Source: an optimization exercise on an open RTL-to-GDS flow (aim: small area). Production flows keep margins and buffers that such runs may drop. Only simulation tests tie the RTL to the original design; equivalence was not proved.

==> module inv16_rdmux, before the edit <==
module inv16_rdmux (
    input  wire [255:0] xs,
    input  wire [15:0]  oh,
    input  wire [15:0]  s_pc, s_steps,
    input  wire [7:0]   s_imm,
    input  wire         e_pc, e_steps, e_imm,
    output wire [15:0]  R
);
    wire [17:0] sel = {e_steps, e_pc, oh};
    genvar j, k;
    generate
        for (j = 0; j < 16; j = j + 1) begin : g_bit
            wire [17:0] src;
            wire [6:0]  t;
            for (k = 0; k < 16; k = k + 1) begin : g_src
                assign src[k] = xs[16*k + j];
            end
            assign src[16] = s_pc[j];
            assign src[17] = s_steps[j];
            for (k = 0; k < 6; k = k + 1) begin : g_aoi
                inv16_aoi222 u (.a0(src[3*k]),   .s0(sel[3*k]),
                                .a1(src[3*k+1]), .s1(sel[3*k+1]),
                                .a2(src[3*k+2]), .s2(sel[3*k+2]),
                                .y(t[k]));
            end
            if (j < 8) begin : g_imm
                assign t[6] = ~(s_imm[j] & e_imm);
            end else begin : g_noimm
                assign t[6] = 1'b1;
            end
            assign R[j] = ~&t;
        end
    endgenerate
endmodule
==> module inv16_aoi222, before the edit <==
module inv16_aoi222 (
    input  wire a0, s0, a1, s1, a2, s2,
    output wire y
);
    assign y = ~(a0 & s0 | a1 & s1 | a2 & s2);
endmodule
Settings: LEC_CHECK=0, CAP_MARGIN=20, CORE_MARGIN=2, CORE_UTILIZATION=60, SLEW_MARGIN=20, SYNTH_HIERARCHICAL=1, SYNTH_MINIMUM_KEEP_SIZE=0; clock period 11.0 ns.
standard.sh (not shown) runs the stock make flow with config.mk's settings and CLKGATE_MAP_FILE= SYNTH_SCRIPT=/design/flow/synth_recipe.tcl, a recipe that flattens the netlist after the stock synthesis.
==> flow/flow/run.sh <==
#!/bin/bash
# Layout: the standard flow (standard.sh) unchanged, except that the
# buffer put on every input and output port is the platform's smallest
# buffer cell instead of the one buffer_ports picks by default, and that
# clock tree synthesis adds no dummy loads.
set -euo pipefail
export BUFFER_PORTS_ARGS="-buffer_cell sky130_fd_sc_hd__buf_1"
export CTS_ARGS="-sink_clustering_enable -repair_clock_nets -dont_use_dummy_load -sink_clustering_size 16 -sink_clustering_max_diameter 60 -buf_list sky130_fd_sc_hd__clkbuf_8"
bash standard.sh > standard.log 2>&1
Change:
--- a/flow/design.v
+++ b/flow/design.v
@@ -387,45 +387,21 @@
 module inv16_rdmux (
     input  wire [255:0] xs,
     input  wire [15:0]  oh,
     input  wire [15:0]  s_pc, s_steps,
     input  wire [7:0]   s_imm,
     input  wire         e_pc, e_steps, e_imm,
-    output wire [15:0]  R
+    output reg  [15:0]  R
 );
-    wire [17:0] sel = {e_steps, e_pc, oh};
-    genvar j, k;
-    generate
-        for (j = 0; j < 16; j = j + 1) begin : g_bit
-            wire [17:0] src;
-            wire [6:0]  t;
-            for (k = 0; k < 16; k = k + 1) begin : g_src
-                assign src[k] = xs[16*k + j];
-            end
-            assign src[16] = s_pc[j];
-            assign src[17] = s_steps[j];
-            for (k = 0; k < 6; k = k + 1) begin : g_aoi
-                inv16_aoi222 u (.a0(src[3*k]),   .s0(sel[3*k]),
-                                .a1(src[3*k+1]), .s1(sel[3*k+1]),
-                                .a2(src[3*k+2]), .s2(sel[3*k+2]),
-                                .y(t[k]));
-            end
-            if (j < 8) begin : g_imm
-                assign t[6] = ~(s_imm[j] & e_imm);
-            end else begin : g_noimm
-                assign t[6] = 1'b1;
-            end
-            assign R[j] = ~&t;
-        end
-    endgenerate
-endmodule
-module inv16_aoi222 (
-    input  wire a0, s0, a1, s1, a2, s2,
-    output wire y
-);
-    assign y = ~(a0 & s0 | a1 & s1 | a2 & s2);
+    integer i;
+    always @(*) begin
+        R = (s_pc & {16{e_pc}}) | (s_steps & {16{e_steps}}) |
+            ({8'h00, s_imm} & {16{e_imm}});
+        for (i = 0; i < 16; i = i + 1)
+            R = R | (xs[16*i +: 16] & {16{oh[i]}});
+    end
 endmodule
 module inv16_wpath (
     input  wire [15:0] R, s_ns, s_hw, s_rd,
     input  wire        e_ns, e_hw, e_rd,
     input  wire [15:0] P, Q, I,
     input  wire        xp, xq, xi,
Result:
- The changed run produced a clean layout
- die area goes up by a few percent
- utilization came out lower by 1.3 points
- cell count goes up by a few percent
- worst setup slack gains 0.12 ns
- hold slack is better by 0.020 ns
- synthesized area came out higher by a few percent
- global-route usage goes down by 0.28 points
- non-clock buffer count goes up by 10
- register-to-register slack gains 0.12 ns
- clock skew came out lower by 0.029 ns
- final area grows slightly
- count of clock-buffer cells in the layout increases by 1
- via count goes up by a few percent
- sequential cell count stays the same

-- separate check: timing with driven ports --
No port has a modelled driver above. Below, the same layouts with a new extraction and two added sets of constraints. Step 1 (the two cells are an assumption about what drives the block):
set clk [get_ports {clk}]
set_driving_cell -lib_cell sky130_fd_sc_hd__clkbuf_16 $clk
set_driving_cell -lib_cell sky130_fd_sc_hd__buf_2 [delete_from_list [all_inputs] $clk]
Step 2 moves the port delays by t, midway between the first and last clock arrival at a register: inputs arrive t later, outputs are due t later. That takes back most of the time a late clock gives input paths. Slacks: ideal ports / drivers / drivers and shift; pairs: ideal ports / drivers.
| run | shift t [ns] | setup slack, ns | worst slew at a driven data input, ns | cell pins on the clock port's net |
|---|---|---|---|---|
| the first run | 0.642 | 1.074 / 1.074 / 0.926 | 0.10 | 1 |
| the second run | 0.649 | 1.190 / 1.190 / 1.190 | 0.04 | 1 |
After both steps setup and hold are still met in every run listed. The setup slack of the first run, which loses most, moves by 0.000 ns with the drivers and by -0.148 ns with both steps.
